What follows belongs to an exercise in optimizing a design on an open flow for small area and a short achievable clock period; a production flow would make more cautious choices.
The RTL was checked by simulation tests, not by an equivalence proof against the original design.

==> inputs of v11 <==
Design fcb, start of the top module:
module fcb (
    input              clk,
    input              rst,
    input              rx_valid,
    input      [7:0]   rx_byte,
    output reg         dec_valid,
    output reg [2:0]   dec_evt,
    output     [3:0]   dec_len,
    output reg [87:0]  dec_data,
    output reg [1:0]   s2c_kind,
    output     [1:0]   s2c_host,
    output     [10:0]  s2c_id,
    output     [3:0]   s2c_dlc,
    input      [1:0]   cnt_sel,
    output     [15:0]  cnt_val,
    input              enc_valid,
    input      [3:0]   enc_len,
    input      [87:0]  enc_data,
    output             enc_ready,
    output reg         enc_refused,
    input              can_valid,
    input              can_ext,
    input      [28:0]  can_id,
    input      [3:0]   can_dlc,
    input      [63:0]  can_data,
    input      [31:0]  pt_mask,
    output             can_ready,
    output reg         c2s_valid,
    output reg [1:0]   c2s_res,
    output reg [2:0]   c2s_kind,
    output     [23:0]  c2s_arg,
    output     [3:0]   c2s_opc,
    output     [4:0]   c2s_sid,
    output             tx_valid,
    output reg [7:0]   tx_byte,
    input              tx_ready
);
export LEC_CHECK = 0
export CAP_MARGIN = 20
export CORE_MARGIN = 2
export CORE_UTILIZATION = 40
export SLEW_MARGIN = 20
create_clock -name core_clock -period 25.0 [get_ports {clk}]
run.sh (not shown) runs the stock make flow with config.mk's settings and CLKGATE_MAP_FILE= SYNTH_SCRIPT=/design/flow/synth_recipe.tcl, a recipe that flattens the netlist after the stock synthesis.
==> v6: changes against v11 <==
--- a/flow/design.v
+++ b/flow/design.v
@@ -167,66 +167,89 @@
     reg [15:0] cnt_short;
     reg [15:0] cnt_unknown;
     wire inc_overflow = rx_valid && ev == EV_OVERFLOW;
     wire inc_checksum = rx_valid && (ev == EV_CHAIN || ev == EV_SUM);
     wire inc_short    = rx_valid && ev == EV_SHORT;
     wire unk_dec      = rx_valid && ev == EV_DELIVER && sp_kind == S2C_DROP;
     wire unk_can      = can_take && cr_res == C2S_DROP;
-    wire [16:0] unk_sum = {1'b0, cnt_unknown} + {15'd0, unk_dec & unk_can, unk_dec ^ unk_can};
+    function [15:0] sat_inc(input [15:0] v, input en);
+        reg     c;
+        integer t;
+        begin
+            c = en && v != CNT_MAX;
+            for (t = 0; t < 16; t = t + 1) begin
+                sat_inc[t] = v[t] ^ c;
+                c = c & v[t];
+            end
+        end
+    endfunction
+    reg  [15:0] unk_next;
+    reg         unk_c;
+    integer     ub;
+    always @* begin
+        unk_next[0] = cnt_unknown[0] ^ unk_dec ^ unk_can;
+        unk_c = (cnt_unknown[0] & (unk_dec ^ unk_can)) | (unk_dec & unk_can);
+        for (ub = 1; ub < 16; ub = ub + 1) begin
+            unk_next[ub] = cnt_unknown[ub] ^ unk_c;
+            unk_c = unk_c & cnt_unknown[ub];
+        end
+        unk_next = unk_next | {16{unk_c}};
+    end
     always @(posedge clk) begin
         if (rst) begin
             cnt_overflow <= 16'd0;
             cnt_checksum <= 16'd0;
             cnt_short    <= 16'd0;
             cnt_unknown  <= 16'd0;
         end else begin
-            if (inc_overflow && cnt_overflow != CNT_MAX)
-                cnt_overflow <= cnt_overflow + 16'd1;
-            if (inc_checksum && cnt_checksum != CNT_MAX)
-                cnt_checksum <= cnt_checksum + 16'd1;
-            if (inc_short && cnt_short != CNT_MAX)
-                cnt_short <= cnt_short + 16'd1;
-            cnt_unknown <= unk_sum[16] ? CNT_MAX : unk_sum[15:0];
+            cnt_overflow <= sat_inc(cnt_overflow, inc_overflow);
+            cnt_checksum <= sat_inc(cnt_checksum, inc_checksum);
+            cnt_short    <= sat_inc(cnt_short, inc_short);
+            cnt_unknown  <= unk_next;
         end
     end
     assign cnt_val = (cnt_sel == 2'd0) ? cnt_overflow :
                      (cnt_sel == 2'd1) ? cnt_checksum :
                      (cnt_sel == 2'd2) ? cnt_short    : cnt_unknown;
     wire [3:0] src_len = enc_valid ? enc_len : can_dlc + 4'd2;
+    reg  [10:0] m_enc;         
+    reg  [10:0] m_can;         
+    reg  [87:0] can_pl;        
     reg  [87:0] src;
     always @* begin
+        for (i = 0; i < 11; i = i + 1) begin
+            m_enc[i] = enc_valid && (enc_len > i);
+            m_can[i] = !enc_valid && ({1'b0, can_dlc} + 5'd2 > i);
+        end
+        m_can[2] = !enc_valid && (can_ext || can_dlc != 4'd0);
+        can_pl = {8'd0, can_data, can_id[7:0], can_ext ? can_id[15:11] : 5'd0, can_id[10:8]};
+        if (can_ext)
+            can_pl[23:16] = can_id[23:16];
         for (i = 0; i < 11; i = i + 1)
-            src[8*i +: 8] = (i < src_len) ? enc_data[8*i +: 8] : 8'd0;
-        if (!enc_valid) begin
-            src[7:0]   = {can_ext ? can_id[15:11] : 5'd0, can_id[10:8]};
-            src[15:8]  = can_id[7:0];
-            src[23:16] = can_ext ? can_id[23:16] : (can_dlc != 4'd0) ? can_data[7:0] : 8'd0;
-            for (i = 3; i < 10; i = i + 1)
-                src[8*i +: 8] = (i < src_len) ? can_data[8*(i-2) +: 8] : 8'd0;
-            src[87:80] = 8'd0;
-        end
+            src[8*i +: 8] = ({8{m_enc[i]}} & enc_data[8*i +: 8]) |
+                            ({8{m_can[i]}} & can_pl[8*i +: 8]);
     end
     reg [7:0] src_sum;
     always @* begin
         src_sum = 8'd0;
         for (i = 0; i < 11; i = i + 1)
             src_sum = src_sum + src[8*i +: 8];
     end
     reg [7:0] pay [0:10];
-    reg [7:0] e_csum;          
+    reg [7:0] e_psum;          
     reg       e_first;         
     reg [3:0] e_k;             
     assign c2s_arg = {pay[2], pay[0], pay[1]};
     assign c2s_opc = {pay[0][0], pay[1][7:5]};
     assign c2s_sid = pay[1][4:0];
     wire start_frame = (enc_take && enc_len <= 4'd11) ||
                        (can_take && cr_res == C2S_FWD);
-    wire [7:0] e_x    = (e_k == 4'd0) ? e_csum : pay[0];
+    wire [7:0] e_x    = (e_k == 4'd0) ? 8'd0 - e_psum : pay[0];
     wire       e_code = e_first || e_x == 8'd0;
-    wire       e_csz  = e_csum == 8'd0;
+    wire       e_csz  = e_psum == 8'd0;
     reg [3:0]  e_dist;
     reg [11:0] e_hit;
     always @* begin
         e_dist  = e_k + 4'd1 + {3'd0, e_first};
         for (k = 11; k >= 0; k = k - 1) begin
             e_hit[k] = (k == e_k) && e_csz;
             if (k < 11 && k < e_k && pay[k] == 8'd0)
@@ -255,15 +278,15 @@
                 enc_busy <= 1'b0;
         end
     end
     always @(posedge clk) begin
         if (!enc_busy) begin
             for (q = 0; q < 11; q = q + 1)
                 pay[q] <= src[8*q +: 8];
-            e_csum  <= 8'd0 - src_sum;
+            e_psum  <= src_sum;
             e_first <= 1'b1;
             e_k     <= src_len;
         end else if (tx_ready) begin
             e_first <= 1'b0;
             if (!e_first) begin
                 e_k <= e_k - 4'd1;
                 for (q = 0; q < 10; q = q + 1)
==> flow/flow/run.sh (new file) <==
#!/bin/bash
set -uo pipefail
bash standard.sh "BUFFER_PORTS_ARGS=-buffer_cell sky130_fd_sc_hd__buf_1" SETUP_SLACK_MARGIN=14 finish > flow_standard.log 2>&1
==> flow/standard.sh (new file) <==
#!/bin/bash
# synth_recipe.tcl (not shown) runs the flow's synth.tcl, then flattens the netlist and writes it again
# the make line also repeats each setting of config.mk as NAME=value (left out here)
make -C /OpenROAD-flow-scripts/flow DESIGN_CONFIG=/design/flow/config.mk WORK_HOME=/design/flow/orfs CLKGATE_MAP_FILE= SYNTH_SCRIPT=/design/flow/synth_recipe.tcl "${@:-finish}"
Settings changed: CTS_BUF_LIST from default to sky130_fd_sc_hd__clkbuf_8, CTS_CLUSTER_DIAMETER from default to 60, CTS_CLUSTER_SIZE from default to 15.
removed: flow/run.sh
==> run_results.csv <==
group,metric,value,unit
status,status,"complete, no violations",
cts,path_clk_slew,0.10,ns
critical_path,critPathTopFamily,"multiplexers",
finish,nonClkBufAreaFrac,9.49,%
That was v6.
==> run_results.csv <==
group,metric,value,unit
drt,wl_met3,3590,um
drt,wl_met2,25800,um
status,status,"complete, no violations",
finish,nonClkBufAreaFrac,19.5,%
cts,path_clk_slew,0.06,ns
logic_synthesis,yosysWarnings,2,
logic_synthesis,synth_cell_type_count,76,
sta,worst_slack,12.78,ns
That was v11.

[separate check: timing with driven ports]
The flow's constraints put no driver on any port. The routed layouts listed below were extracted and timed again, unchanged, in two steps.
Step 1, drivers: a clkbuf_16 drives clk and a buf_2 each remaining input, both assumed.
Step 2 adds t to the input delays and takes it off the output delays; t is the mean of the earliest and latest rising clock arrival at the registers after step 1. Input paths then give back, and output paths get back, about the clock's delay inside the block.
Three values: ideal, step 1, step 2; two values: the first two.
| run | t, ns | setup slack, ns | worst setup path at the end | latest minus earliest clock arrival (ns) |
|---|---|---|---|---|
| v11 | 0.611 | 12.778 / 12.745 / 12.745 | input to output | 0.021 / 0.020 |
| v6 | 0.647 | 14.021 / 13.996 / 13.545 | input to register | 0.036 / 0.036 |
After both steps setup and hold are still met in every run listed. The setup slack of v6, which loses most, moves by -0.025 ns with the drivers and by -0.476 ns with both steps.
